Background: an optimization exercise with open tools, aiming at small area, a short achievable clock period and few clock cycles. Do not read the settings as production practice.
Function was checked by simulation only, so behaviour that the tests miss may differ from the original.
Power and IR drop assume default switching activity.

==> flow/design.v <==
module ppe_top (
    input  wire        clk,
    input  wire        rst,
    input  wire        reg_we,
    input  wire [3:0]  reg_waddr,
    input  wire [31:0] reg_wdata,
    input  wire [3:0]  reg_raddr,
    output reg  [31:0] reg_rdata,
    output wire        src_req,
    output wire [32:0] src_addr,
    input  wire        src_ack,
    input  wire [15:0] src_data,
    output wire        dst_we,
    output wire [31:0] dst_addr,
    output wire [31:0] dst_wdata,
    input  wire        dst_ack
);
    localparam [3:0] A_CMD = 4'd0, A_STATUS = 4'd1, A_RESULT = 4'd2, A_ERR_INFO = 4'd3,
                     A_WIDTH = 4'd4, A_HEIGHT = 4'd5, A_STRIDE = 4'd6, A_DST_LEN = 4'd7,
                     A_CFG = 4'd8;
    localparam [3:0] E_NONE = 4'd0, E_UNSUPPORTED = 4'd1, E_GEOMETRY = 4'd2,
                     E_BUFFER = 4'd3, E_ILLEGAL = 4'd4;
    reg [31:0] cmd, width, height, stride, dst_len;
    reg [31:0] rv;           
    reg        done;
    reg [3:0]  err;
    reg        chk;          
    reg        run;          
    reg        vv;           
    wire busy = chk | run | vv;
    wire [31:0] status = {24'd0, err, 2'b00, done, busy};
    wire        ok     = (err == 4'd0);
    always @(*) begin
        case (reg_raddr)
            A_CMD:      reg_rdata = cmd;
            A_STATUS:   reg_rdata = status;
            A_RESULT:   reg_rdata = ok ? rv : 32'd0;
            A_ERR_INFO: reg_rdata = ok ? 32'd0 : rv;
            A_WIDTH:    reg_rdata = width;
            A_HEIGHT:   reg_rdata = height;
            A_STRIDE:   reg_rdata = stride;
            A_DST_LEN:  reg_rdata = dst_len;
            A_CFG:      reg_rdata = 32'd1;    
            default:    reg_rdata = 32'd0;
        endcase
    end
    wire host_wr = reg_we && !busy;
    wire launch  = host_wr && (reg_waddr == A_CMD);
    wire [3:0]  op  = cmd[31:28];
    wire [3:0]  dep = cmd[27:24];
    wire [7:0]  fmt = cmd[7:0];
    wire [15:0] val = cmd[15:0];
    wire [2:0]  f   = fmt[2:0];
    wire fmt_known = (fmt[7:3] == 5'd0) && (f != 3'd0);
    reg f_rgb8, f_yuv8, f_r210, f_r12, f_big;
    wire [2:0] wf = reg_wdata[2:0];
    wire d8 = f_rgb8 || f_yuv8;
    function [11:0] clamp;
        input [15:0] s;
        input [3:0]  d;
        begin
            case (d)
                4'd8:    clamp = (s > 16'd255)  ? 12'd255  : s[11:0];
                4'd10:   clamp = (s > 16'd1023) ? 12'd1023 : s[11:0];
                default: clamp = (s > 16'd4095) ? 12'd4095 : s[11:0];
            endcase
        end
    endfunction
    function [31:0] bswap;
        input [31:0] v;
        bswap = {v[7:0], v[15:8], v[23:16], v[31:24]};
    endfunction
    wire [30:0] w = width[30:0];
    wire [30:0] h = height[30:0];
    wire w_bad = width[31]  || (w == 31'd0);
    wire h_bad = height[31] || (h == 31'd0);
    function [11:0] csa63;           
        input [5:0] a, b, c;
        reg   [5:0] cy;
        begin
            cy    = (a & b) | (a & c) | (b & c);
            csa63 = {cy[4:0], cy[5], a ^ b ^ c};
        end
    endfunction
    wire [11:0] m1 = csa63(stride[7:2], stride[13:8], stride[19:14]);
    wire [11:0] m2 = csa63(m1[5:0], m1[11:6], stride[25:20]);
    wire [11:0] m3 = csa63(m2[5:0], m2[11:6], stride[31:26]);
    wire [6:0]  m4 = {1'b0, m3[5:0]} + {1'b0, m3[11:6]};
    wire [5:0]  m5 = m4[5:0] + {5'd0, m4[6]};
    wire st_mod9 = (m5 == 6'd0) || (m5 == 6'd9) || (m5 == 6'd18) || (m5 == 6'd27) ||
                   (m5 == 6'd36) || (m5 == 6'd45) || (m5 == 6'd54) || (m5 == 6'd63);
    wire nz1 = w[0];
    wire nz3 = (w[2:0] != 3'd0);
    wire nz6 = (w[5:0] != 6'd0);
    wire [33:0] fa_ = f_yuv8 ? {2'd0, w[30:1], 2'b00}
                    : f_r210 ? {1'b0, w[30:6], 8'd0}
                    : f_r12  ? {1'b0, w[30:3], 5'd0}
                    :          {1'b0, w, 2'b00};
    wire [33:0] fb_ = f_r12 ? {4'd0, w[30:3], 2'b00} : 34'd0;
    wire [33:0] fc_ = (f_yuv8 && nz1) ? 34'd4
                    : (f_r210 && nz6) ? 34'd256
                    : (f_r12 && nz3)  ? 34'd36 : 34'd0;
    wire [33:0] fs  = fa_ + fb_ + fc_;
    wire misalign = (stride[1:0] != 2'b00) ||
                    (f_r210 && (stride[7:2] != 6'd0)) ||
                    (f_r12 && !st_mod9);
    wire [33:0] diff   = {2'b00, stride} - fs;                   
    wire        st_lt  = diff[33];
    wire        fs_ovf = (fs[33:32] != 2'b00);
    reg [4:0] mi;            
    reg       m_done;        
    reg       ovf;           
    reg [4:0] h_msb;
    integer i;
    always @(*) begin
        h_msb = 5'd0;
        for (i = 0; i < 31; i = i + 1)
            if (h[i]) h_msb = i[4:0];
    end
    wire [4:0]  mi_m1  = mi - 5'd1;
    wire        h_bit  = h[mi];
    wire        add1   = m_done || run;
    wire [33:0] add_a  = add1 ? {2'b00, rv} : {1'b0, rv, 1'b0};
    wire [33:0] add_b  = run    ? {34{1'b1}}
                       : m_done ? {2'b11, ~dst_len}
                       : (h_bit ? {2'b00, stride} : 34'd0);
    wire [33:0] acc_n  = add_a + add_b;
    wire        ovf_n  = ovf || (acc_n[33:32] != 2'b00);
    wire        too_small = ovf || !acc_n[33];
    reg [32:0] src_idx;      
    reg [31:0] dst_ptr;      
    reg [30:0] xr;           
    reg        lt_r, mis_r;  
    reg        chk2;         
    reg [1:0]  c;            
    reg [5:0]  q;            
    reg        pad;          
    reg        nr, nr2;      
    reg [31:0] S;            
    reg [11:0] V;            
    reg        v_emit;       
    reg        v_pad;        
    reg        v_nr, v_nr2;  
    reg        v_last;       
    reg [1:0]  v_c;
    reg        v_odd;
    reg [2:0]  v_p;
    wire last_px = (xr == 31'd1);
    wire        sat = (src_data[15:12] != 4'd0) ||
                      (!f_r12 && (src_data[11:10] != 2'd0)) ||
                      (d8 && (src_data[9:8] != 2'd0));
    wire [2:0]  p   = q[2:0];            
    function is_emit12;
        input [4:0] qq;
        case (qq)
            5'd2, 5'd5, 5'd7, 5'd10, 5'd13, 5'd15, 5'd18, 5'd21, 5'd23: is_emit12 = 1'b1;
            default: is_emit12 = 1'b0;
        endcase
    endfunction
    function [4:0] next_emit12;
        input [4:0] qq;
        begin
            if (qq <= 5'd2)       next_emit12 = 5'd2;
            else if (qq <= 5'd5)  next_emit12 = 5'd5;
            else if (qq <= 5'd7)  next_emit12 = 5'd7;
            else if (qq <= 5'd10) next_emit12 = 5'd10;
            else if (qq <= 5'd13) next_emit12 = 5'd13;
            else if (qq <= 5'd15) next_emit12 = 5'd15;
            else if (qq <= 5'd18) next_emit12 = 5'd18;
            else if (qq <= 5'd21) next_emit12 = 5'd21;
            else                  next_emit12 = 5'd23;
        end
    endfunction
    wire pix_end = (f_yuv8 && q[0]) ? 1'b1 : (c == 2'd2);
    reg  emit_r;
    always @(*) begin
        if (f_yuv8)     emit_r = q[0] || ((c == 2'd2) && last_px);
        else if (f_r12) emit_r = is_emit12(q[4:0]);
        else            emit_r = (c == 2'd2);
    end
    wire row_vend = last_px && pix_end;
    function [63:0] place;
        input [2:0]  ff;
        input [1:0]  cc;
        input        odd;        
        input [2:0]  pp;         
        input [11:0] v;
        reg   [31:0] pl, lo;
        begin
            pl = 32'd0;
            lo = 32'd0;
            case (ff)
                3'd1: case (cc)                      
                    2'd0:    pl = {8'd0, v[7:0], 16'd0};
                    2'd1:    pl = {16'd0, v[7:0], 8'd0};
                    default: pl = {24'd0, v[7:0]};
                endcase
                3'd2: case (cc)                      
                    2'd0:    pl = {24'd0, v[7:0]};
                    2'd1:    pl = {16'd0, v[7:0], 8'd0};
                    default: pl = {8'd0, v[7:0], 16'd0};
                endcase
                3'd3: if (odd)                       
                          pl = {v[7:0], 24'd0};
                      else case (cc)
                          2'd0:    pl = {16'd0, v[7:0], 8'd0};
                          2'd1:    pl = {24'd0, v[7:0]};
                          default: pl = {8'd0, v[7:0], 16'd0};
                      endcase
                3'd4: case (cc)                      
                    2'd0:    pl = {2'b00, v[9:0], 20'd0};
                    2'd1:    pl = {12'd0, v[9:0], 10'd0};
                    default: pl = {22'd0, v[9:0]};
                endcase
                3'd5: case (cc)                      
                    2'd0:    pl = {12'd0, v[9:0], 10'd0};
                    2'd1:    pl = {22'd0, v[9:0]};
                    default: pl = {2'b00, v[9:0], 20'd0};
                endcase
                default: begin                       
                    case (pp)
                        3'd0: pl = {20'd0, v};
                        3'd1: pl = {8'd0, v, 12'd0};
                        3'd2: begin pl = {v[7:0], 24'd0}; lo = {28'd0, v[11:8]}; end
                        3'd3: pl = {16'd0, v, 4'd0};
                        3'd4: pl = {4'd0, v, 16'd0};
                        3'd5: begin pl = {v[3:0], 28'd0}; lo = {24'd0, v[11:4]}; end
                        3'd6: pl = {12'd0, v, 8'd0};
                        default: pl = {v, 20'd0};
                    endcase
                end
            endcase
            place = {pl, lo};
        end
    endfunction
    wire [63:0] pl      = place(f, v_c, v_odd, v_p, V);
    wire [31:0] placed  = pl[63:32];
    wire [31:0] lefto   = pl[31:0];
    assign src_req   = run && !pad;
    assign src_addr  = src_idx;
    assign dst_we    = vv && v_emit;
    assign dst_addr  = dst_ptr;
    wire [31:0] word  = S | (v_pad ? 32'd0 : placed) | (f_rgb8 ? 32'hFF00_0000 : 32'd0);
    assign dst_wdata = f_big ? bswap(word) : word;
    wire [31:0] ptr_next = dst_ptr + (v_nr ? stride : v_nr2 ? ~fs[31:0] : 32'd4)
                                   + {31'd0, v_nr2};
    wire v_adv   = vv && !(v_emit && !dst_ack);
    wire v_free  = !vv || v_adv;
    wire rd_adv  = run && !pad && src_ack && v_free;
    wire pad_adv = run && pad && v_free;
    task finish;
        input [3:0]  e;
        input [31:0] res;
        begin
            err  <= e;
            rv   <= res;
            done <= 1'b1;
            chk  <= 1'b0;
            run  <= 1'b0;
        end
    endtask
    reg row_done;
    always @(*) begin
        row_done = 1'b0;
        if (rd_adv && row_vend) begin
            if (f_r210)     row_done = (q == 6'd63);
            else if (f_r12) row_done = (q[4:0] == 5'd23);
            else            row_done = 1'b1;
        end else if (pad_adv) begin
            if (f_r210)     row_done = (q == 6'd63);
            else            row_done = (next_emit12(q[4:0]) == 5'd23);
        end
    end
    always @(posedge clk) begin
        if (rst) begin
            cmd      <= 32'd0;
            f_rgb8   <= 1'b0;
            f_yuv8   <= 1'b0;
            f_r210   <= 1'b0;
            f_r12    <= 1'b0;
            f_big    <= 1'b0;
            width    <= 32'd0;
            height   <= 32'd0;
            stride   <= 32'd0;
            dst_len  <= 32'd0;
            rv       <= 32'd0;
            done     <= 1'b0;
            err      <= 4'd0;
            chk      <= 1'b0;
            run      <= 1'b0;
            vv       <= 1'b0;
        end else begin
            if (host_wr) begin
                case (reg_waddr)
                    A_CMD:     cmd     <= reg_wdata;
                    A_WIDTH:   width   <= reg_wdata;
                    A_HEIGHT:  height  <= reg_wdata;
                    A_STRIDE:  stride  <= reg_wdata;
                    A_DST_LEN: dst_len <= reg_wdata;
                    default: ;
                endcase
            end
            if (launch) begin
                f_rgb8 <= (wf == 3'd1) || (wf == 3'd2);
                f_yuv8 <= (wf == 3'd3);
                f_r210 <= (wf == 3'd4);
                f_r12  <= (wf == 3'd6) || (wf == 3'd7);
                f_big  <= (wf == 3'd4) || (wf == 3'd6);    
                chk  <= 1'b1;
                done <= 1'b0;
                err  <= 4'd0;
                rv   <= stride;          
                ovf  <= 1'b0;
                mi   <= h_msb - 5'd1;
                m_done <= (h_msb == 5'd0);
                chk2 <= 1'b0;
            end
            if (chk) begin
                src_idx <= 33'd0;
                dst_ptr <= 32'd0;
                xr      <= w;
                lt_r    <= st_lt;
                mis_r   <= misalign;
                chk2    <= 1'b1;
                c       <= 2'd0;
                q       <= 6'd0;
                pad     <= 1'b0;
                nr      <= 1'b0;
                nr2     <= 1'b0;
                S       <= 32'd0;
                if (!m_done) begin
                    rv  <= acc_n[31:0];
                    ovf <= ovf_n;
                    mi  <= mi_m1;
                    if (mi == 5'd0) m_done <= 1'b1;
                end
                if (op == 4'd1) begin
                    if (cmd[23:16] != 8'd0 || !(dep == 4'd8 || dep == 4'd10 || dep == 4'd12))
                        finish(E_ILLEGAL, cmd);
                    else
                        finish(E_NONE, {20'd0, clamp(val, dep)});
                end else if (op == 4'd2 || op == 4'd3) begin
                    if (cmd[27:8] != 20'd0)
                        finish(E_ILLEGAL, cmd);
                    else if (!fmt_known)
                        finish(E_UNSUPPORTED, {24'd0, fmt});
                    else if (w_bad)
                        finish(E_GEOMETRY, 32'd1);
                    else if (op == 4'd3 && h_bad)
                        finish(E_GEOMETRY, 32'd2);
                    else if (fs_ovf)
                        finish(E_GEOMETRY, 32'd3);
                    else if (op == 4'd2)
                        finish(E_NONE, fs[31:0]);
                    else if (!chk2)
                        ;
                    else if (lt_r)
                        finish(E_GEOMETRY, 32'd4);
                    else if (mis_r)
                        finish(E_GEOMETRY, 32'd5);
                    else if (!m_done)
                        ;
                    else if (too_small)
                        finish(E_BUFFER, ovf ? 32'hFFFF_FFFF : rv);
                    else begin
                        chk <= 1'b0;
                        run <= 1'b1;
                        rv  <= {1'b0, h};        
                    end
                end else begin
                    finish(E_ILLEGAL, cmd);
                end
            end
            if (v_adv) begin
                S <= v_emit ? (v_pad ? 32'd0 : lefto) : (S | placed);
                if (v_nr || v_nr2 || v_emit)
                    dst_ptr <= ptr_next;
                if (v_last)
                    finish(E_NONE, fs[31:0]);
            end
            if (v_free)
                vv <= rd_adv || pad_adv;
            if (rd_adv || pad_adv) begin
                V      <= src_data[11:0] | {12{sat}};
                v_emit <= pad || emit_r;
                v_pad  <= pad;
                v_nr   <= nr;
                v_nr2  <= nr2;
                v_last <= row_done && (rv == 32'd1);
                v_c    <= c;
                v_odd  <= q[0];
                v_p    <= p;
            end
            if (run) begin
                if (rd_adv) begin
                    src_idx <= src_idx + ((f_yuv8 && q[0]) ? 33'd3 : 33'd1);
                    nr  <= 1'b0;
                    nr2 <= nr;
                    c <= pix_end ? 2'd0 : c + 2'd1;
                    if (f_r12)
                        q <= (q[4:0] == 5'd23) ? 6'd0 : q + 6'd1;
                    else if (pix_end)
                        q <= q + 6'd1;
                    if (pix_end)
                        xr <= xr - 31'd1;
                    if (row_vend && !row_done)
                        pad <= 1'b1;
                end
                if (pad_adv) begin
                    if (f_r210)
                        q <= q + 6'd1;
                    else
                        q <= {1'b0, next_emit12(q[4:0])} + 6'd1;
                end
                if (row_done) begin
                    if (rv == 32'd1)
                        run <= 1'b0;
                    else begin
                        rv  <= acc_n[31:0];      
                        xr  <= w;
                        c   <= 2'd0;
                        q   <= 6'd0;
                        pad <= 1'b0;
                        nr  <= 1'b1;
                    end
                end
            end
        end
    end
endmodule
==> flow/flow/run.sh <==
#!/bin/bash
# The standard layout (standard.sh: the standard synthesis, floorplan, power
# grid, placement, CTS and routing, unchanged) with two settings of the timing
# repair: each port's buffer is a buf_2 rather than the resizer's default pick
# (the repair upsizes the ones on critical paths), and repair_timing aims for
# extra setup slack. The SDC and clock period are the standard flow's. ORFS writes each
# step's full log under orfs/logs; make's own output goes to standard.log here.
set -euo pipefail
export BUFFER_PORTS_ARGS="-buffer_cell sky130_fd_sc_hd__buf_2"
export SETUP_SLACK_MARGIN=6.6
bash standard.sh finish > standard.log 2>&1
==> flow/standard.sh <==
#!/bin/bash
# synth_recipe.tcl (not shown) runs the flow's synth.tcl, then flattens the netlist and writes it again
# the make line also repeats each setting of config.mk as NAME=value (left out here)
make -C /OpenROAD-flow-scripts/flow DESIGN_CONFIG=/design/flow/config.mk WORK_HOME=/design/flow/orfs CLKGATE_MAP_FILE= SYNTH_SCRIPT=/design/flow/synth_recipe.tcl "${@:-finish}"
==> flow/config.mk <==
export PLATFORM = sky130hd
export DESIGN_NAME = ppe_top
export DESIGN_NICKNAME = ppe_top
export VERILOG_FILES = /design/flow/design.v
export SDC_FILE = /design/flow/constraint.sdc
export NUM_CORES = 4
export LEC_CHECK = 0
export CAP_MARGIN = 20
export CORE_MARGIN = 2
export CORE_UTILIZATION = 40
export SLEW_MARGIN = 20
==> flow/constraint.sdc <==
create_clock -name core_clock -period 13.0 [get_ports {clk}]
set_input_delay 2.6000 -clock core_clock [delete_from_list [all_inputs] [get_ports {clk}]]
set_output_delay 2.6000 -clock core_clock [all_outputs]
set_load 0.01 [all_outputs]
==> impl_results.rst, run 1 <==
.. list-table::
   :header-rows: 1

   * - Metric
     - Value
   * - Area of the placeable core
     - 79,000 um2
   * - Data required time of the critical path
     - 10.40 ns
   * - Initial DRC Count
     - 5,002
   * - Area of the die
     - 82,170 um2
   * - Number of global-route vias before repair
     - 31,220
   * - Nets
     - 4,504
   * - Type of element launching the critical path
     - input pin
   * - Final-report hold violation count
     - 0
   * - Post-DR vias/cell
     - 6.487
   * - RePlAce Congestion
     - 1.058
   * - Unrepaired setup endpoints after global routing
     - true
   * - Share of the clock period used by the worst path after layout
     - 51.57%
   * - Number of antenna violations at the first check in global routing
     - 13
   * - DR vias
     - 34,670
   * - Router iterations before antenna repair
     - 7
   * - Mean post-synth cell area
     - 7.712 um2
   * - Clock latency at the later pin of the worst-skew pair
     - 0.62 ns
   * - Cell accounting for the most synthesized area
     - sky130_fd_sc_hd__edfxtp_1
   * - Final critical delay including setup and external delays
     - 6.704 ns
   * - Number of buffers inserted by port buffering
     - 191
   * - Power per cell area
     - 86.82 nW/um2
   * - Number of enable flip-flop cells after synthesis
     - 171
   * - HPWL reported at the end of detailed placement
     - 105,000 um
   * - Y dimension of the die
     - 286.7 um
   * - Most common cell in the synthesized netlist
     - sky130_fd_sc_hd__nand2_1
   * - Final setup viols
     - 0
   * - Area contributors post-synth
     - sky130_fd_sc_hd__edfxtp_1 (16%), sky130_fd_sc_hd__dfxtp_1 (13%), sky130_fd_sc_hd__nand2_1 (9.3%), sky130_fd_sc_hd__ha_1 (6.6%), sky130_fd_sc_hd__a21oi_1 (6.2%)
   * - Maximum clock insertion buffer count
     - 3
   * - Number of top-level pins
     - 192
   * - Post-Syn Area
     - 31,960 um2
   * - Count of H-tree levels built during CTS
     - 2
   * - Global-route total usage across every layer
     - 34.64%
   * - Crit path DAT
     - 4.10 ns
   * - Maximum number of pins on one net before global-route repair
     - 162
   * - Number of fill cells
     - 7,822
   * - Final Routed Wirelength
     - 148,500 um
   * - Met1 Routed Length
     - 56,230 um
   * - Count of clock tree sinks
     - 377
   * - Primary FF master, synth
     - sky130_fd_sc_hd__dfxtp_1
   * - Transition time at the pin with the least slew margin
     - 1.113 ns
   * - Final core utilization
     - 46.70%
   * - Metal2 WL
     - 62,180 um
   * - Starting utilization of the core area
     - 40.45%
   * - Leakage dissipation
     - 14.82 nW
   * - Max_cap viols
     - 0
   * - Outcome
     - finished clean
   * - Area added between synthesis and finish
     - 15.45%
   * - Count of hold buffers inserted by post-cts repair
     - 0
   * - Worst-case headroom to the max-slew limit
     - 25.65%
   * - Min-Delay Path Class
     - flop to flop
   * - Overflow left after global routing
     - 0
   * - Met3 wire len
     - 17,860 um
   * - Number of flip-flops and latches in the synthesized netlist
     - 377
   * - Sequential area share after synthesis
     - 28.97%
   * - Clk pin slew, worst setup/hold paths
     - 0.06 ns
   * - Worst-case setup slack after placement
     - 5.649 ns
   * - Clock tree from TritonCTS
     - done
   * - Share of post-route cells with drive strength above 1
     - 14.65%
   * - Synthesized netlist net count
     - 4,400
   * - Clock buffer count from CTS
     - 48
   * - Critical path start-end classification
     - input pin to output pin
   * - Leading cell types by count after synthesis
     - sky130_fd_sc_hd__nand2_1 (792), sky130_fd_sc_hd__a21oi_1 (399), sky130_fd_sc_hd__nor2_1 (274)
   * - Share of flip-flops with an asynchronous set or reset
     - 0%
   * - Proportion of netlist area held by the largest area contributor
     - 16.07%
   * - Row cnt
     - 103
   * - Final Skew
     - 0.02321 ns
   * - Final design instance area without fill
     - 36,890 um2
   * - Die Span X
     - 286.7 um
   * - Placed inst area
     - 34,020 um2
   * - Post-detailed-route DRC marker count
     - 0
   * - Total negative slack
     - 0 ns
   * - Final Slew Violations
     - 0
   * - Routed wire length per instance
     - 27.78 um
   * - Endpoint class of the critical path
     - output pin
   * - Library cells used by synthesis
     - 98
   * - Top metal layer carrying routed signals
     - met5
   * - CP max FO
     - 6
   * - Synth Instances
     - 4,144
   * - Worst hold-check slack
     - 0.4822 ns
   * - First-pass GRT wire length
     - 212,900 um
   * - Final WS setup
     - 6.296 ns
   * - Maximum clock frequency
     - 149.2 MHz
   * - Number of warnings issued by yosys
     - 1
   * - IR drop worst, VDD
     - 0.0001467 V
   * - Post-route antenna net violation count
     - 0
   * - Buffer type at the clock tree root
     - sky130_fd_sc_hd__clkbuf_16
-- worst paths after layout --
check | from | to | slack, ns | cells past startpoint
setup / recovery | reg_raddr[0] | reg_rdata[2] | 6.30 | 8
setup reg to reg | width[0] | dst_ptr[28] | 6.59 | 22
hold reg to reg | f_big | f_big | 0.48 | 2
hold / removal | f_big | f_big | 0.48 | 2
-- cell families after synthesis --
kind of cell    synth area share, %
compound gates                26.15
xor+xnor                      2.709
fa+ha+maj                     8.269
buf+inv                       5.141
flops                         28.97
mux                           5.978
simple gates                  22.79
-- per-layer routing --
layer | track usage (%) | vias up
met4 | 23.49 | 8
met3 | 9.905 | 630
met1 | 43.59 | 16320
met2 | 51.33 | 2243
li1 | - | 15480
met5 | 0 | -
-- sequential cells by signal (all words and copies together) (netlist names), 2 cells and up, named ones only --
signal / count
src_idx: 33
S: 32
cmd: 32
dst_len: 32
dst_ptr: 32
height: 32
rv: 32
stride: 32
width: 32
xr: 31
V: 12
q: 6
mi: 5
err: 4
v_p: 3
c: 2
v_c: 2
-- worst max-delay path, stage by stage --
cell and delay, ns:
sky130_fd_sc_hd__buf_12 0.12, sky130_fd_sc_hd__buf_12 0.16, sky130_fd_sc_hd__nor2_4 0.05, sky130_fd_sc_hd__buf_6 0.14, sky130_fd_sc_hd__a22o_1 0.23, sky130_fd_sc_hd__a222oi_1 0.37, sky130_fd_sc_hd__nand2_2 0.22, sky130_fd_sc_hd__buf_6 0.19
-- cells in the final DEF, fill, tap and decap left out, drive strengths merged, types with 36 or more instances in the layout --
| cell type | n |
|---|---|
| mux2 | 45 |
| xor2 | 42 |
| clkbuf | 67 |
| nor2 | 274 |
| a31oi | 49 |
| nor4 | 40 |
| edfxtp | 171 |
| o211ai | 38 |
| a211oi | 37 |
| a21o | 63 |
| a21oi | 399 |
| o21ai | 274 |
| a221o | 52 |
| nand2b | 40 |
| a22oi | 46 |
| dfxtp | 206 |
| nor3 | 99 |
| and2 | 47 |
| nand3 | 112 |
| nand2 | 793 |
| xnor2 | 56 |
| buf | 334 |
| a221oi | 36 |
| a22o | 47 |
| inv | 137 |
| ha | 168 |
| mux2i | 102 |
-- stage by stage --
| step | cells | total power (W) |
|---|---|---|
| detailed placement | 5205 | 0.001728 |
| global placement | 5205 | 0.001725 |
| floorplan | 4144 | 0.001580 |
| global route | 5338 | 0.003294 |
| finish | 5345 | 0.003203 |
| CTS | 5323 | 0.003205 |
-- power breakdown --
group / switching [W] / internal (W)
Combinational: 0.000265 / 0.000159
Sequential: 0.0000484 / 0.00127
Clock: 0.000587 / 0.000871
Total: 0.000900 / 0.00230
-- what timing repair did --
item | CTS | global route
gates cloned | 9 | 1
endpoints found under the setup margin | 65 | 63
endpoints found under the hold margin | 0 | 0
resized for setup | 91 | 54
pin swaps | 14 | 26
buffers inserted | 20 | 12
-- final cells by class --
| cell class | instances | area [um2] | share of cell area [%] |
|---|---|---|---|
| multi-input combinational | 3350 | 21620 | 58.59 |
| clock buffer | 66 | 1424 | 3.859 |
| sequential | 377 | 9280 | 25.15 |
| antenna | 8 | 20.02 | 0.05426 |
| timing repair buffer | 338 | 2454 | 6.650 |
| tap | 1050 | 1314 | 3.561 |
| inverter | 133 | 504.2 | 1.367 |
| clock inverter | 23 | 282.8 | 0.7664 |
Testbench counts, summed over its fixed seeds: cycles 41,631.
==> run 2, diff against run 1 <==
--- a/flow/design.v
+++ b/flow/design.v
@@ -138,3 +138,3 @@
     reg        nr, nr2;      
-    reg [31:0] S;            
+    reg [29:0] S;            
     reg [11:0] V;            
@@ -242,3 +242,3 @@
     assign dst_addr  = dst_ptr;
-    wire [31:0] word  = S | (v_pad ? 32'd0 : placed) | (f_rgb8 ? 32'hFF00_0000 : 32'd0);
+    wire [31:0] word  = {2'b00, S} | (v_pad ? 32'd0 : placed) | (f_rgb8 ? 32'hFF00_0000 : 32'd0);
     assign dst_wdata = f_big ? bswap(word) : word;
@@ -329,3 +329,3 @@
                 nr2     <= 1'b0;
-                S       <= 32'd0;
+                S       <= 30'd0;
                 if (!m_done) begin
@@ -374,3 +374,3 @@
             if (v_adv) begin
-                S <= v_emit ? (v_pad ? 32'd0 : lefto) : (S | placed);
+                S <= v_emit ? (v_pad ? 30'd0 : lefto[29:0]) : (S | placed[29:0]);
                 if (v_nr || v_nr2 || v_emit)
--- a/flow/config.mk
+++ b/flow/config.mk
@@ -10,2 +10,4 @@
 export CORE_UTILIZATION = 40
+export CTS_CLUSTER_DIAMETER = 100
+export CTS_CLUSTER_SIZE = 20
 export SLEW_MARGIN = 20
==> run 2 against run 1 <==
Sequential power barely moved; combinational power is 6.6% lower; register-to-register slack gained 0.25 ns; routed wire length down 3.8%; fmax grew 2.2%; synthesized area fell by 0.77%; non-clock buffer count fell by 35; clock skew is 0.011 ns higher; via count decreased by 2.0%; hold slack got worse by 0.025 ns; total power decreased by 17%.
==> impl_results.rst, run 2 <==
.. list-table::
   :header-rows: 1

   * - Metric
     - Value
   * - Complex-gate fraction of the synthesized area
     - 27.84% (+1.7 points)
   * - Worst-case headroom to the max-slew limit
     - 23.75% (-1.9 points)
   * - Number of antenna violations at the first check in global routing
     - 2 (-11)
   * - Maximum clock insertion buffer count
     - 3 (unchanged)
   * - Post-Syn Area
     - 31,710 um2 (-0.77%)
   * - Area added between synthesis and finish
     - 11.66%
   * - Cell accounting for the most synthesized area
     - sky130_fd_sc_hd__edfxtp_1
   * - Clock latency at the later pin of the worst-skew pair
     - 0.64 ns (+0.02 ns)
   * - Reg power frac
     - 49.6% (+8.4 points)
   * - Min-Delay Path Class
     - flop to flop
   * - Net Sw Power
     - 0.0008181 W (-9.1%)
   * - Total negative slack
     - 0 ns (unchanged)
   * - RePlAce Congestion
     - 1.062 (+0.43%)
   * - Worst Reg2Reg Path Length in Cells
     - 21 (-4.5%)
   * - Area contributors post-synth
     - sky130_fd_sc_hd__edfxtp_1 (16%), sky130_fd_sc_hd__dfxtp_1 (13%), sky130_fd_sc_hd__nand2_1 (8.7%), sky130_fd_sc_hd__a21oi_1 (6.7%), sky130_fd_sc_hd__ha_1 (6.6%)
   * - Router iterations before antenna repair
     - 9 (+2)
   * - Most common cell in the synthesized netlist
     - sky130_fd_sc_hd__nand2_1
   * - Commonest cells after routing, fill and taps aside
     - sky130_fd_sc_hd__nand2_1 (708), sky130_fd_sc_hd__a21oi_1 (418), sky130_fd_sc_hd__nor2_1 (260)
   * - Worst min-delay path endpoint
     - stride[19]
   * - Int Pwr
     - 0.001826 W (-21%)
   * - Share of the clock period used by the worst path after layout
     - 50.46% (-1.1 points)
   * - Internal reg-to-reg setup slack
     - 6.84 ns (+0.25 ns)
   * - CP max FO
     - 8 (+2)
   * - Combinational share of power
     - 15.0% (+1.8 points)
   * - Worst hold path stage count
     - 2 (unchanged)
   * - Overflow left after global routing
     - 0 (unchanged)
   * - Register bank with the most flops
     - src_idx
   * - Number of top-level pins
     - 192 (unchanged)
   * - DR vias
     - 33,990 (-2.0%)
   * - Most frequent standard cell in the layout excluding fill and tap cells
     - sky130_fd_sc_hd__nand2_1
   * - Transition time at the pin with the least slew margin
     - 1.143 ns (+0.02905 ns)
   * - Worst hold-check slack
     - 0.4572 ns (-0.02503 ns)
   * - Buffer type at the clock tree root
     - sky130_fd_sc_hd__clkbuf_16
   * - Number of buffers inserted by port buffering
     - 191 (unchanged)
   * - Final Skew
     - 0.03427 ns (+0.01106 ns)
   * - Unrepaired setup endpoints after global routing
     - true
   * - Primary FF master, synth
     - sky130_fd_sc_hd__dfxtp_1
   * - Library cells used by synthesis
     - 95 (-3.1%)
   * - HPWL reported at the end of detailed placement
     - 102,100 um (-2.7%)
   * - Proportion of netlist area held by the largest area contributor
     - 16.00% (-0.064 points)
   * - Global-route total usage across every layer
     - 33.51% (-1.1 points)
   * - Number of global-route vias before repair
     - 30,530 (-2.2%)
   * - Initial DRC Count
     - 4,644 (-7.2%)
   * - Clock tree from TritonCTS
     - done
   * - Area of the placeable core
     - 78,740 um2 (-0.33%)
   * - Power share of the clock group
     - 35.4% (-10 points)
   * - Leading cell types by count after synthesis
     - sky130_fd_sc_hd__nand2_1 (736), sky130_fd_sc_hd__a21oi_1 (423), sky130_fd_sc_hd__nor2_1 (269)
   * - Number of flip-flops under the largest register name
     - 33 (unchanged)
   * - Number of warnings issued by yosys
     - 1 (unchanged)
   * - Max_cap viols
     - 0 (unchanged)
   * - Share of flip-flops with an asynchronous set or reset
     - 0% (unchanged)
   * - Final-report hold violation count
     - 0 (unchanged)
   * - Post-route antenna net violation count
     - 0 (unchanged)
   * - Mean post-synth cell area
     - 7.731 um2 (+0.24%)
   * - Portion of netlist area occupied by mux cells
     - 5.027% (-0.95 points)
   * - Starting utilization of the core area
     - 40.27% (-0.18 points)
   * - First-pass GRT wire length
     - 207,500 um (-2.5%)
   * - Row cnt
     - 103 (unchanged)
   * - Clock buffer count from CTS
     - 27 (-44%)
   * - Final setup viols
     - 0 (unchanged)
   * - Post-Synth XOR/XNOR Area
     - 2.793% (+0.084 points)
   * - Post-DR vias/cell
     - 6.509 (+0.34%)
   * - Worst R2R End
     - dst_ptr[31]
   * - Synth Instances
     - 4,102 (-1.0%)
   * - Final Routed Wirelength
     - 142,800 um (-3.8%)
   * - Y dimension of the die
     - 285.6 um (-0.38%)
   * - IR drop worst, VDD
     - 0.00009793 V (-33%)
   * - Outcome
     - finished clean
   * - Number of enable flip-flop cells after synthesis
     - 169 (-1.2%)
   * - Final critical delay including setup and external delays
     - 6.560 ns (-0.1448 ns)
   * - Largest family of logic cells by synthesized area
     - compound AO/OA/AOI/OAI gates
   * - Count of clock tree sinks
     - 375 (-0.53%)
   * - Basic-gate share of the synthesized area counting and, or, nand and nor cells
     - 22.34% (-0.45 points)
   * - Clk pin slew, worst setup/hold paths
     - 0.08 ns (+0.02 ns)
   * - Power per cell area
     - 74.68 nW/um2 (-14%)
   * - Maximum number of pins on one net before global-route repair
     - 96 (-41%)
   * - Synthesized-area fraction occupied by adder cells
     - 8.333% (+0.064 points)
   * - Die Span X
     - 285.6 um (-0.38%)
   * - Synthesized netlist net count
     - 4,358 (-0.95%)
   * - Count of H-tree levels built during CTS
     - 1 (-1)
   * - Switch share
     - 30.94% (+2.8 points)
   * - Number of flip-flops and latches in the synthesized netlist
     - 375 (-0.53%)
   * - Launch point of the worst reg-to-reg path
     - width[3]
   * - Launch instance of the worst min-delay path
     - stride[19]
   * - Crit path DAT
     - 3.96 ns (-0.14 ns)
   * - Area of the die
     - 81,550 um2 (-0.76%)
   * - Final Slew Violations
     - 0 (unchanged)
   * - Endpoint class of the critical path
     - output pin
   * - Nets
     - 4,410 (-2.1%)
   * - Leakage dissipation
     - 13.86 nW (-6.5%)
   * - Maximum clock frequency
     - 152.4 MHz (+2.2%)
   * - Type of element launching the critical path
     - input pin
   * - Post-detailed-route DRC marker count
     - 0 (unchanged)
   * - Number of fill cells
     - 7,882 (+0.77%)
   * - Data required time of the critical path
     - 10.40 ns (about the same)
   * - Sequential area share after synthesis
     - 29.01% (+0.036 points)
   * - Critical path start-end classification
     - input pin to output pin
   * - Routed wire length per instance
     - 27.34 um (-1.6%)
   * - Share of post-route cells with drive strength above 1
     - 13.43% (-1.2 points)
run 2: cell count changes after synthesis, sizes merged, moves of 29 or more:
cell / before / now
a22oi: 46 / 110
nand2: 793 / 738
inv: 132 / 102
mux2i: 102 / 67
o211ai: 38 / 74
nand4: 34 / 63
run 2: per-stage QoR:
step / power, W / std cells / utilization [%] / setup slack, ns / cell area (um2)
floorplan: 0.001563 / 4102 / - / 6.582 / 31730
global placement: 0.001702 / 5151 / 42.77 / 6.350 / 33680
detailed placement: 0.001704 / 5151 / 42.77 / 6.256 / 33680
CTS: 0.002631 / 5206 / 44.42 / 6.494 / 34970
global route: 0.002720 / 5221 / 44.97 / 6.426 / 35410
finish: 0.002644 / 5222 / 44.97 / 6.440 / 35410
run 2: worst max path at each step:
stage / start / to / slack, ns
2_1_floorplan: reg_raddr[0] / reg_rdata[11] / 6.58
3_3_place_gp: reg_raddr[2] / reg_rdata[2] / 6.35
3_5_place_dp: reg_raddr[2] / reg_rdata[2] / 6.26
4_1_cts: reg_raddr[0] / reg_rdata[7] / 6.49
5_1_grt: reg_raddr[0] / reg_rdata[2] / 6.43
6_report: reg_raddr[0] / reg_rdata[4] / 6.44
run 2: cell type report:
| cell class | instances | area (um2) | share of cell area [%] |
|---|---|---|---|
| Antenna cell | 2 | 5.005 | 0.01413 |
| Clock buffer | 33 | 729.5 | 2.060 |
| Clock inverter | 12 | 138.9 | 0.3922 |
| Inverter | 105 | 402.9 | 1.138 |
| Multi-Input combinational cell | 3342 | 21440 | 60.54 |
| Sequential cell | 375 | 9216 | 26.03 |
| Tap cell | 1050 | 1314 | 3.710 |
| Timing Repair Buffer | 303 | 2166 | 6.117 |
run 2: repair_timing:
item / 4_1_cts / 5_1_grt
cloned: 6 / 3
resized for setup: 59 / 60
hold endpoints to repair: 0 / 0
buffers inserted: 4 / 11
hold buffers: 0 / 0
setup endpoints to repair: 37 / 84
pin swaps: 20 / 30
run 2: per-layer routing:
metal	up-vias	routed length, um	GRT usage (%)
met5	-	0	0
met4	0	13200	24.54
met3	528	14430	6.276
met2	2195	58840	49.13
met1	15980	56310	44.02
li1	15290	-	-
run 2: power groups by stage:
stage	combinational (W)	clock, W	sequential [W]
2_1_floorplan	0.000240	0	0.00132
3_3_place_gp	0.000363	0	0.00134
3_5_place_dp	0.000365	0	0.00134
4_1_cts	0.000376	0.000943	0.00131
5_1_grt	0.000425	0.000979	0.00132
6_report	0.000396	0.000937	0.00131
run 2: critical path: stages:
cell	delay, ns
sky130_fd_sc_hd__buf_12	0.11
sky130_fd_sc_hd__xnor2_4	0.12
sky130_fd_sc_hd__nor4b_4	0.29
sky130_fd_sc_hd__buf_6	0.18
sky130_fd_sc_hd__buf_12	0.15
sky130_fd_sc_hd__buf_4	0.12
sky130_fd_sc_hd__nand2_2	0.04
sky130_fd_sc_hd__nand4_1	0.17
sky130_fd_sc_hd__buf_2	0.17
run 2: cell families (layout without fill, tap and decap cells):
group / after synthesis / in the layout
compound gates: 1354 / 1354
xor+xnor: 99 / 99
fa+ha+maj: 195 / 195
buf+inv: 385 / 453
flops: 375 / 375
mux: 140 / 140
other cells: 0 / 2
simple gates: 1554 / 1554
Testbench counts of run 2, summed over its fixed seeds: cycles 41,631.
==> run 3, diff against run 2 <==
--- a/flow/design.v
+++ b/flow/design.v
@@ -109,21 +109,10 @@
     wire        fs_ovf = (fs[33:32] != 2'b00);
-    reg [4:0] mi;            
-    reg       m_done;        
     reg       ovf;           
-    reg [4:0] h_msb;
-    integer i;
-    always @(*) begin
-        h_msb = 5'd0;
-        for (i = 0; i < 31; i = i + 1)
-            if (h[i]) h_msb = i[4:0];
-    end
-    wire [4:0]  mi_m1  = mi - 5'd1;
-    wire        h_bit  = h[mi];
-    wire        add1   = m_done || run;
-    wire [33:0] add_a  = add1 ? {2'b00, rv} : {1'b0, rv, 1'b0};
+    reg       big;           
+    wire        m_done = (xr == 31'd0);
     wire [33:0] add_b  = run    ? {34{1'b1}}
                        : m_done ? {2'b11, ~dst_len}
-                       : (h_bit ? {2'b00, stride} : 34'd0);
-    wire [33:0] acc_n  = add_a + add_b;
-    wire        ovf_n  = ovf || (acc_n[33:32] != 2'b00);
+                       : (xr[0] ? {2'b00, dst_ptr} : 34'd0);
+    wire [33:0] acc_n  = {2'b00, rv} + add_b;
+    wire        ovf_n  = ovf || acc_n[32] || (xr[0] && big);
     wire        too_small = ovf || !acc_n[33];
@@ -311,7 +300,8 @@
                 err  <= 4'd0;
-                rv   <= stride;          
-                ovf  <= 1'b0;
-                mi   <= h_msb - 5'd1;
-                m_done <= (h_msb == 5'd0);
-                chk2 <= 1'b0;
+                rv      <= 32'd0;
+                ovf     <= 1'b0;
+                big     <= 1'b0;
+                xr      <= h;
+                dst_ptr <= stride;
+                chk2    <= 1'b0;
             end
@@ -319,4 +309,2 @@
                 src_idx <= 33'd0;
-                dst_ptr <= 32'd0;
-                xr      <= w;
                 lt_r    <= st_lt;
@@ -331,6 +319,7 @@
                 if (!m_done) begin
-                    rv  <= acc_n[31:0];
-                    ovf <= ovf_n;
-                    mi  <= mi_m1;
-                    if (mi == 5'd0) m_done <= 1'b1;
+                    rv      <= acc_n[31:0];
+                    ovf     <= ovf_n;
+                    big     <= big || dst_ptr[31];
+                    xr      <= {1'b0, xr[30:1]};
+                    dst_ptr <= {dst_ptr[30:0], 1'b0};
                 end
@@ -368,2 +357,4 @@
                         rv  <= {1'b0, h};        
+                        xr  <= w;
+                        dst_ptr <= 32'd0;
                     end
==> run 3 against run 2 <==
Still clean; via count fell by 1.4%; worst setup slack got worse by 0.56 ns; die area fell by 2.2%; synthesized cell count fell by 2.4%; total power rose by 5.0%; sequential cell count fell by 5; count of clock-buffer cells in the layout did not move; routed wire length rose by 1.0%; largest cell class unchanged; largest power group unchanged; highest routed layer is now met5.
==> impl_results.rst, run 3 <==
.. list-table::
   :header-rows: 1

   * - Metric
     - Value
   * - Cell accounting for the most synthesized area
     - sky130_fd_sc_hd__edfxtp_1
   * - Final Routed Wirelength
     - 144,300 um (+1.0%)
   * - Share of the clock period used by the worst path after layout
     - 54.77% (+4.3 points)
   * - Count of hold buffers inserted by post-cts repair
     - 0 (unchanged)
   * - Synthesized netlist net count
     - 4,257 (-2.3%)
   * - Critical path start-end classification
     - input pin to output pin
   * - Total inserted antenna cells
     - 0 (-2)
   * - Library cells used by synthesis
     - 109 (+15%)
   * - Area of the die
     - 79,770 um2 (-2.2%)
   * - HPWL reported at the end of detailed placement
     - 102,800 um (+0.63%)
   * - Number of enable flip-flop cells after synthesis
     - 164 (-3.0%)
   * - Placed inst area
     - 32,930 um2 (-2.2%)
   * - Unrepaired setup endpoints after global routing
     - true
   * - Register bank with the most flops
     - src_idx
   * - Die Span X
     - 282.4 um (-1.1%)
   * - Routed wire length per instance
     - 28.02 um (+2.5%)
   * - Final core utilization
     - 45.29% (+0.32 points)
   * - Transition time at the pin with the least slew margin
     - 1.121 ns (-0.02123 ns)
   * - Buffer type at the clock tree root
     - sky130_fd_sc_hd__clkbuf_16
   * - Complex-gate fraction of the synthesized area
     - 28.52% (+0.69 points)
   * - Clk pin slew, worst setup/hold paths
     - 0.09 ns (about the same)
   * - Area added between synthesis and finish
     - 12.58%
   * - Overflow left after global routing
     - 0 (unchanged)
   * - Number of buffers inserted by port buffering
     - 191 (unchanged)
   * - CP max FO
     - 5 (-3)
   * - Number of warnings issued by yosys
     - 1 (unchanged)
   * - IR drop worst, VDD
     - 0.00009982 V (+1.9%)
   * - Number of flip-flops and latches in the synthesized netlist
     - 370 (-1.3%)
   * - Most common cell in the synthesized netlist
     - sky130_fd_sc_hd__nand2_1
   * - Row cnt
     - 102 (-0.97%)
   * - Final setup viols
     - 0 (unchanged)
   * - Leading cell types by count after synthesis
     - sky130_fd_sc_hd__nand2_1 (784), sky130_fd_sc_hd__a21oi_1 (438), sky130_fd_sc_hd__nor2_1 (284)
   * - Crit path DAT
     - 4.52 ns (+0.56 ns)
   * - Router iterations before antenna repair
     - 8 (-1)
   * - Final design instance area without fill
     - 34,910 um2 (-1.4%)
   * - Number of placed cells counting well taps
     - 5,040 (-2.2%)
   * - Final Slew Violations
     - 0 (unchanged)
   * - Final Skew
     - 0.02800 ns (-0.006273 ns)
   * - Share of post-route cells with drive strength above 1
     - 14.48% (+1.0 points)
   * - Max_cap viols
     - 0 (unchanged)
   * - Maximum number of pins on one net before global-route repair
     - 99 (+3.1%)
   * - Power per cell area
     - 79.52 nW/um2 (+6.5%)
   * - Final critical delay including setup and external delays
     - 7.119 ns (+0.5599 ns)
   * - Number of flip-flops under the largest register name
     - 33 (unchanged)
   * - Final-report hold violation count
     - 0 (unchanged)
   * - Number of global-route vias before repair
     - 30,070 (-1.5%)
   * - Proportion of netlist area held by the largest area contributor
     - 15.88% (-0.12 points)
   * - Maximum clock insertion buffer count
     - 3 (unchanged)
   * - Post-Syn Area
     - 31,010 um2 (-2.2%)
   * - Basic-gate share of the synthesized area counting and, or, nand and nor cells
     - 23.33% (+1.0 points)
   * - Post-route antenna net violation count
     - 0 (unchanged)
   * - Number of top-level pins
     - 192 (unchanged)
   * - Initial DRC Count
     - 5,087 (+9.5%)
   * - Clock buffer count from CTS
     - 31 (+15%)
   * - Count of clock tree sinks
     - 370 (-1.3%)
   * - Min-Delay Path Class
     - flop to flop
   * - Post-detailed-route DRC marker count
     - 0 (unchanged)
   * - Global-route total usage across every layer
     - 34.85% (+1.3 points)
   * - DR vias
     - 33,510 (-1.4%)
   * - Commonest cells after routing, fill and taps aside
     - sky130_fd_sc_hd__nand2_1 (783), sky130_fd_sc_hd__a21oi_1 (430), sky130_fd_sc_hd__nor2_1 (275)
   * - Worst-case setup slack after placement
     - 5.563 ns (-0.6925 ns)
   * - Total negative slack
     - 0 ns (unchanged)
   * - Nets
     - 4,340 (-1.6%)
   * - Primary FF master, synth
     - sky130_fd_sc_hd__dfxtp_1
   * - Area of the placeable core
     - 77,080 um2 (-2.1%)
   * - Final WS setup
     - 5.881 ns (-0.5599 ns)
   * - Mean post-synth cell area
     - 7.745 um2 (+0.18%)
   * - Y dimension of the die
     - 282.4 um (-1.1%)
   * - Count of H-tree levels built during CTS
     - 1 (unchanged)
   * - Type of element launching the critical path
     - input pin
   * - Outcome
     - finished clean
   * - Post-DR vias/cell
     - 6.507 (about the same)
   * - Sequential area share after synthesis
     - 29.18% (+0.17 points)
   * - Clock tree from TritonCTS
     - done
   * - RePlAce Congestion
     - 1.036 (-2.4%)
   * - First-pass GRT wire length
     - 208,000 um (+0.22%)
   * - Leakage dissipation
     - 13.86 nW (about the same)
   * - Non-filler instance count after layout
     - 5,150 (-1.4%)
   * - Synth Instances
     - 4,004 (-2.4%)
   * - Post-Synth XOR/XNOR Area
     - 3.559% (+0.77 points)
   * - Area contributors post-synth
     - sky130_fd_sc_hd__edfxtp_1 (16%), sky130_fd_sc_hd__dfxtp_1 (13%), sky130_fd_sc_hd__nand2_1 (9.5%), sky130_fd_sc_hd__a21oi_1 (7.1%), sky130_fd_sc_hd__ha_1 (6.7%)
   * - Portion of netlist area occupied by mux cells
     - 2.477% (-2.5 points)
   * - Starting utilization of the core area
     - 40.23% (-0.043 points)
   * - Most frequent standard cell in the layout excluding fill and tap cells
     - sky130_fd_sc_hd__nand2_1
   * - Clock latency at the later pin of the worst-skew pair
     - 0.66 ns (+0.02 ns)
   * - Data required time of the critical path
     - 10.40 ns (about the same)
   * - Maximum clock frequency
     - 140.5 MHz (-7.9%)
   * - Number of antenna violations at the first check in global routing
     - 1 (-1)
   * - Endpoint class of the critical path
     - output pin
   * - Share of flip-flops with an asynchronous set or reset
     - 0% (unchanged)
   * - Synthesized-area fraction occupied by adder cells
     - 8.400% (+0.067 points)
   * - Worst-case headroom to the max-slew limit
     - 24.97% (+1.2 points)
   * - Largest family of logic cells by synthesized area
     - compound AO/OA/AOI/OAI gates
-- run 3: changes by cell type after synthesis, sizes merged, moves of 29 or more --
cell    previous run  this run
o211ai            74        27
mux2              64        30
inv              102        68
a311o              3        33
nand4             63        34
a221oi            30        78
a22oi            110        72
nand2            738       784
-- run 3: final timing paths --
check,startpoint,endpoint,slack (ns),cells past startpoint
hold reg to reg,dst_len[24],dst_len[24],0.48,2
setup reg to reg,width[0],dst_ptr[30],6.68,24
hold / removal,dst_len[24],dst_len[24],0.48,2
setup / recovery,reg_raddr[3],reg_rdata[8],5.88,9
-- run 3: where the power goes --
| group | total, W | internal, W | switching (W) |
|---|---|---|---|
| clock network | 0.00107 | 0.000492 | 0.000580 |
| logic | 0.000396 | 0.000148 | 0.000249 |
| registers | 0.00131 | 0.00125 | 0.0000607 |
| total | 0.00278 | 0.00189 | 0.000889 |
-- run 3: timing repair --
item / in CTS / in global routing
gates cloned: 3 / 1
pin swaps: 41 / 37
gates resized for setup: 60 / 52
hold endpoints to repair: 0 / 0
buffers inserted: 35 / 14
endpoints found under the setup margin: 115 / 118
-- run 3: layout make-up --
type	count	area, um2
Fill cell	7858	42170
Multi-Input combinational cell	3283	21040
Sequential cell	370	9069
Timing Repair Buffer	332	2183
Tap cell	1040	1301
Clock buffer	33	787.0
Clock inverter	23	275.3
Inverter	69	261.5
-- run 3: per-layer routing --
layer	track usage [%]	wire, um	vias to the layer above
met5	0	9	-
met1	46.87	58010	16090
li1	-	-	14970
met3	6.459	14990	398
met2	52.77	61670	2052
met4	18.91	9597	2
-- run 3: metrics by stage --
stage | power, W | hold WS (ns)
CTS | 0.002767 | 0.4728
finish | 0.002776 | 0.4754
detailed placement | 0.001698 | 0.4533
global placement | 0.001697 | 0.4487
floorplan | 0.001550 | 0.4064
global route | 0.002855 | 0.4912
-- run 3: cells by family (layout without fill, tap and decap cells) --
kind of cell	count (synthesis)	count (layout)
adders and majority gates	192	192
buffers and inverters	353	457
muxes	73	73
and+or+nand+nor	1592	1594
DFF	370	370
AOI/OAI and AO/OA	1298	1298
xor gates and xnor gates	126	126
-- run 3: critical path: stages --
cell,delay (ns)
sky130_fd_sc_hd__buf_8,0.07
sky130_fd_sc_hd__nand2b_4,0.13
sky130_fd_sc_hd__nor3_4,0.05
sky130_fd_sc_hd__buf_12,0.12
sky130_fd_sc_hd__buf_12,0.11
sky130_fd_sc_hd__buf_4,0.17
sky130_fd_sc_hd__a222oi_1,0.73
sky130_fd_sc_hd__nand3_1,0.29
sky130_fd_sc_hd__buf_2,0.23
Testbench counts of run 3, summed over its fixed seeds: cycles 41,720.
==> run 4, diff against run 3 <==
--- a/flow/config.mk
+++ b/flow/config.mk
@@ -10,4 +10,4 @@
 export CORE_UTILIZATION = 40
-export CTS_CLUSTER_DIAMETER = 100
-export CTS_CLUSTER_SIZE = 20
+export CTS_CLUSTER_DIAMETER = 80
+export CTS_CLUSTER_SIZE = 16
 export SLEW_MARGIN = 20
==> run 4 against run 3 <==
Critical path depth unchanged; final area increased by 1.4%; core utilization increased by 0.63 points; sequential power about the same; synthesized area unchanged; via count increased by 0.65%; sequential share of layout area decreased by 0.35 points; first-iteration DRC count decreased by 5.6%; routed wire length increased by 0.93%; hold slack got worse by 0.0026 ns; critical path type unchanged; critical endpoint is now reg_rdata[10]; largest power group unchanged.
==> impl_results.rst, run 4 <==
.. list-table::
   :header-rows: 1

   * - Metric
     - Value
   * - Area contributors post-synth
     - sky130_fd_sc_hd__edfxtp_1 (16%), sky130_fd_sc_hd__dfxtp_1 (13%), sky130_fd_sc_hd__nand2_1 (9.5%), sky130_fd_sc_hd__a21oi_1 (7.1%), sky130_fd_sc_hd__ha_1 (6.7%)
   * - Area of the placeable core
     - 77,080 um2 (unchanged)
   * - Post-detailed-route DRC marker count
     - 0 (unchanged)
   * - Share of the clock period used by the worst path after layout
     - 54.76% (about the same)
   * - Clk pin slew, worst setup/hold paths
     - 0.07 ns (-0.02 ns)
   * - Min-Delay Path Class
     - flop to flop
   * - Router iterations before antenna repair
     - 14 (+6)
   * - Data required time of the critical path
     - 10.40 ns (about the same)
   * - Post-DR vias/cell
     - 6.511 (about the same)
   * - Commonest cells after routing, fill and taps aside
     - sky130_fd_sc_hd__nand2_1 (783), sky130_fd_sc_hd__a21oi_1 (429), sky130_fd_sc_hd__nor2_1 (276)
   * - Crit-path cells
     - buf_8 > nand2b_4 > nor3_4 > buf_12 > buf_12 > buf_4 > a222oi_1 > nand3_1 > buf_2
   * - Final design instance area without fill
     - 35,400 um2 (+1.4%)
   * - Power per cell area
     - 84.45 nW/um2 (+6.2%)
   * - Combinational share of power
     - 13.3% (-1.0 points)
   * - Final-report hold violation count
     - 0 (unchanged)
   * - Synth Instances
     - 4,004 (unchanged)
   * - HPWL reported at the end of detailed placement
     - 102,800 um (unchanged)
   * - Worst-case headroom to the max-slew limit
     - 23.84% (-1.1 points)
   * - Number of logic stages on the critical path including buffering
     - 9 (unchanged)
   * - Share of flip-flops with an asynchronous set or reset
     - 0% (unchanged)
   * - Maximum clock frequency
     - 140.5 MHz (about the same)
   * - Synthesized netlist net count
     - 4,257 (unchanged)
   * - Slowest cell on the critical path
     - sky130_fd_sc_hd__a222oi_1
   * - Share of post-route cells with drive strength above 1
     - 15.05% (+0.57 points)
   * - Number of fill cells
     - 7,806 (-0.66%)
   * - Final critical delay including setup and external delays
     - 7.119 ns (-0.0005000 ns)
   * - Post-Syn Area
     - 31,010 um2 (unchanged)
   * - Global-route total usage across every layer
     - 35.00% (+0.15 points)
   * - Power share of the clock group
     - 42.9% (+4.3 points)
   * - Clock buffer count from CTS
     - 40 (+29%)
   * - Row cnt
     - 102 (unchanged)
   * - Critical path start-end classification
     - input pin to output pin
   * - Max_cap viols
     - 0 (unchanged)
   * - Switch share
     - 30.86% (-1.2 points)
   * - Number of global-route vias before repair
     - 30,230 (+0.56%)
   * - Nets
     - 4,362 (+0.51%)
   * - Starting utilization of the core area
     - 40.23% (unchanged)
   * - Overflow left after global routing
     - 0 (unchanged)
   * - Number of flip-flops under the largest register name
     - 33 (unchanged)
   * - Number of warnings issued by yosys
     - 1 (unchanged)
   * - Most common cell in the synthesized netlist
     - sky130_fd_sc_hd__nand2_1
   * - Count of H-tree levels built during CTS
     - 2 (+1)
   * - Transition time at the pin with the least slew margin
     - 1.133 ns (+0.01146 ns)
   * - Critical path buffer and inverter count
     - 5 (unchanged)
   * - Proportion of netlist area held by the largest area contributor
     - 15.88% (unchanged)
   * - Area of the die
     - 79,770 um2 (unchanged)
   * - Net Sw Power
     - 0.0009224 W (+3.8%)
   * - Delay contributed by the slowest stage of the critical path
     - 0.73 ns (about the same)
   * - Y dimension of the die
     - 282.4 um (unchanged)
   * - Final Skew
     - 0.02928 ns (+0.001281 ns)
   * - Placed inst area
     - 32,930 um2 (unchanged)
   * - Endpoint class of the critical path
     - output pin
   * - First-pass GRT wire length
     - 208,400 um (+0.20%)
   * - Non-filler instance count after layout
     - 5,180 (+0.58%)
   * - Routed wire length per instance
     - 28.11 um (+0.35%)
   * - Total power
     - 0.002989 W (+7.7%)
   * - Worst Reg2Reg Path Length in Cells
     - 27 (+13%)
   * - Total negative slack
     - 0 ns (unchanged)
   * - Primary FF master, synth
     - sky130_fd_sc_hd__dfxtp_1
   * - Sequential area share after synthesis
     - 29.18% (unchanged)
   * - Type of element launching the critical path
     - input pin
   * - Clock tree from TritonCTS
     - done
   * - Clock latency at the later pin of the worst-skew pair
     - 0.61 ns (-0.05 ns)
   * - Unrepaired setup endpoints after global routing
     - true
   * - Reg power frac
     - 43.8% (-3.3 points)
   * - Mean post-synth cell area
     - 7.745 um2 (unchanged)
   * - Met2 GRT Util
     - 52.70% (-0.063 points)
   * - Worst hold-check slack
     - 0.4728 ns (-0.002554 ns)
   * - Initial DRC Count
     - 4,800 (-5.6%)
   * - Cell accounting for the most synthesized area
     - sky130_fd_sc_hd__edfxtp_1
   * - Maximum number of pins on one net before global-route repair
     - 99 (unchanged)
   * - IR drop worst, VDD
     - 0.0001352 V (+35%)
   * - CP max FO
     - 5 (unchanged)
   * - RePlAce Congestion
     - 1.036 (unchanged)
   * - Library cells used by synthesis
     - 109 (unchanged)
   * - Area added between synthesis and finish
     - 14.14%
   * - Number of buffers inserted by port buffering
     - 191 (unchanged)
   * - Sequential cell area
     - 9070 um2 (about the same)
   * - Leading cell types by count after synthesis
     - sky130_fd_sc_hd__nand2_1 (784), sky130_fd_sc_hd__a21oi_1 (438), sky130_fd_sc_hd__nor2_1 (284)
   * - Die Span X
     - 282.4 um (unchanged)
   * - DR vias
     - 33,730 (+0.65%)
   * - Post-route antenna net violation count
     - 0 (unchanged)
   * - Grt met3 use
     - 7.558% (+1.1 points)
   * - Register bank with the most flops
     - src_idx
   * - Number of flip-flops and latches in the synthesized netlist
     - 370 (unchanged)
   * - Worst hold path stage count
     - 2 (unchanged)
   * - Number of top-level pins
     - 192 (unchanged)
   * - Count of clock tree sinks
     - 370 (unchanged)
   * - Critical Path Most Common Cell
     - sky130_fd_sc_hd__buf_12
   * - Final setup viols
     - 0 (unchanged)
   * - Maximum clock insertion buffer count
     - 3 (unchanged)
   * - Final Routed Wirelength
     - 145,600 um (+0.93%)
   * - Number of placed cells counting well taps
     - 5,040 (unchanged)
   * - Total inserted antenna cells
     - 0 (unchanged)
   * - Most frequent standard cell in the layout excluding fill and tap cells
     - sky130_fd_sc_hd__nand2_1
   * - Crit path DAT
     - 4.52 ns (about the same)
   * - Area of combinational cells with multiple inputs
     - 21,060 um2 (+0.11%)
   * - Buffer type at the clock tree root
     - sky130_fd_sc_hd__clkbuf_16
   * - Met1 track demand over resource in global routing
     - 46.64% (-0.23 points)
   * - Gr busiest metal
     - met2
   * - Int Pwr
     - 0.002067 W (+9.5%)
   * - Final Slew Violations
     - 0 (unchanged)
   * - Number of enable flip-flop cells after synthesis
     - 164 (unchanged)
   * - Leakage dissipation
     - 14.10 nW (+1.7%)
   * - Outcome
     - finished clean
   * - Critical path's top delay family
     - compound AO/OA/AOI/OAI gates
   * - Number of antenna violations at the first check in global routing
     - 1 (unchanged)
## run 4: worst register-to-register path, delay by kind of cell, from the launching register on
kind | cells | cell delay, ns
xor gates and xnor gates | 2 | 0.16
AOI/OAI and AO/OA | 11 | 2.29
DFF | 1 | 0.38
buffers and inverters | 5 | 0.73
adders and majority gates | 3 | 0.93
and+or+nand+nor | 6 | 1.57
## run 4: final timing paths
check	start	end	slack [ns]
worst min register to register	dst_len[24]	dst_len[24]	0.47
worst max register to register	width[0]	dst_ptr[30]	6.73
worst max-delay path	reg_raddr[3]	reg_rdata[10]	5.88
worst min-delay path	dst_len[24]	dst_len[24]	0.47
## run 4: per-stage QoR
stage	worst slack, ns	utilization, %
floorplan	6.635	-
global placement	5.655	42.71
detailed placement	5.563	42.72
CTS	6.067	45.22
global route	5.855	45.92
finish	5.881	45.92
## run 4: logic make-up after synthesis
family,after synthesis,share of synthesized area [%]
adder cells (fa/ha/maj),192,8.400
AND/OR/NAND/NOR,1592,23.33
flip-flops,370,29.18
buffers and inverters,353,4.531
AO/OA/AOI/OAI,1298,28.52
XOR/XNOR,126,3.559
multiplexers,73,2.477
## run 4: layer usage
metal / vias up / share of wire (%)
met5: - / 0.0082
met4: 2 / 6.3
met3: 400 / 11
met2: 2123 / 43
met1: 16180 / 40
li1: 15030 / -
## run 4: power groups by stage
stage	Combinational (W)	Sequential (W)	Clock [W]
CTS	0.000379	0.00131	0.00129
finish	0.000398	0.00131	0.00128
floorplan	0.000239	0.00131	0
global route	0.000426	0.00131	0.00133
detailed placement	0.000365	0.00133	0
global placement	0.000364	0.00133	0
## run 4: layout make-up
| type | count | share of cell area (%) |
|---|---|---|
| Tap cell | 1040 | 3.676 |
| Inverter | 69 | 0.7388 |
| Multi-Input combinational cell | 3283 | 59.49 |
| Clock buffer | 48 | 3.089 |
| Clock inverter | 25 | 0.8271 |
| Timing Repair Buffer | 345 | 6.554 |
| Sequential cell | 370 | 25.62 |
## run 4: what timing repair did
| action | in CTS | in global routing |
|---|---|---|
| setup buffers | 35 | 25 |
| gates cloned | 3 | 3 |
| setup endpoints to repair | 114 | 104 |
| pin swaps | 39 | 41 |
| hold buffers | 0 | 0 |
| resized for setup | 59 | 56 |

-- static timing again, ports no longer ideal --
How much do the figures lean on ideal ports? The routed layouts below were timed once more, with nothing changed but the port constraints.
Step 1, drivers: a clkbuf_16 drives clk and a buf_2 each remaining input, both assumed.
Step 2 also shifts input and output timing later by t, the mid clock arrival at the registers, as if the neighbouring blocks saw the same clock.
Three values: ideal ports, drivers, drivers and shift; two values: the first two.
| run | t (ns) | slack for setup (ns) | worst setup path at the end | clock arrival spread, ns | worst data-port slew with drivers (ns) |
|---|---|---|---|---|---|
| run 1 | 0.670 | 6.296 / 6.234 / 6.234 | input to output | 0.023 / 0.024 | 0.10 |
| run 2 | 0.695 | 6.440 / 6.394 / 6.394 | input to output | 0.034 / 0.034 | 0.07 |
| run 3 | 0.718 | 5.881 / 5.822 / 5.822 | input to output | 0.028 / 0.028 | 0.14 |
| run 4 | 0.659 | 5.881 / 5.822 / 5.822 | input to output | 0.030 / 0.029 | 0.14 |
After both steps every run listed still meets setup and hold. For run 1, which loses most, drivers alone change the setup slack by -0.062 ns; drivers and shift together by -0.062 ns.
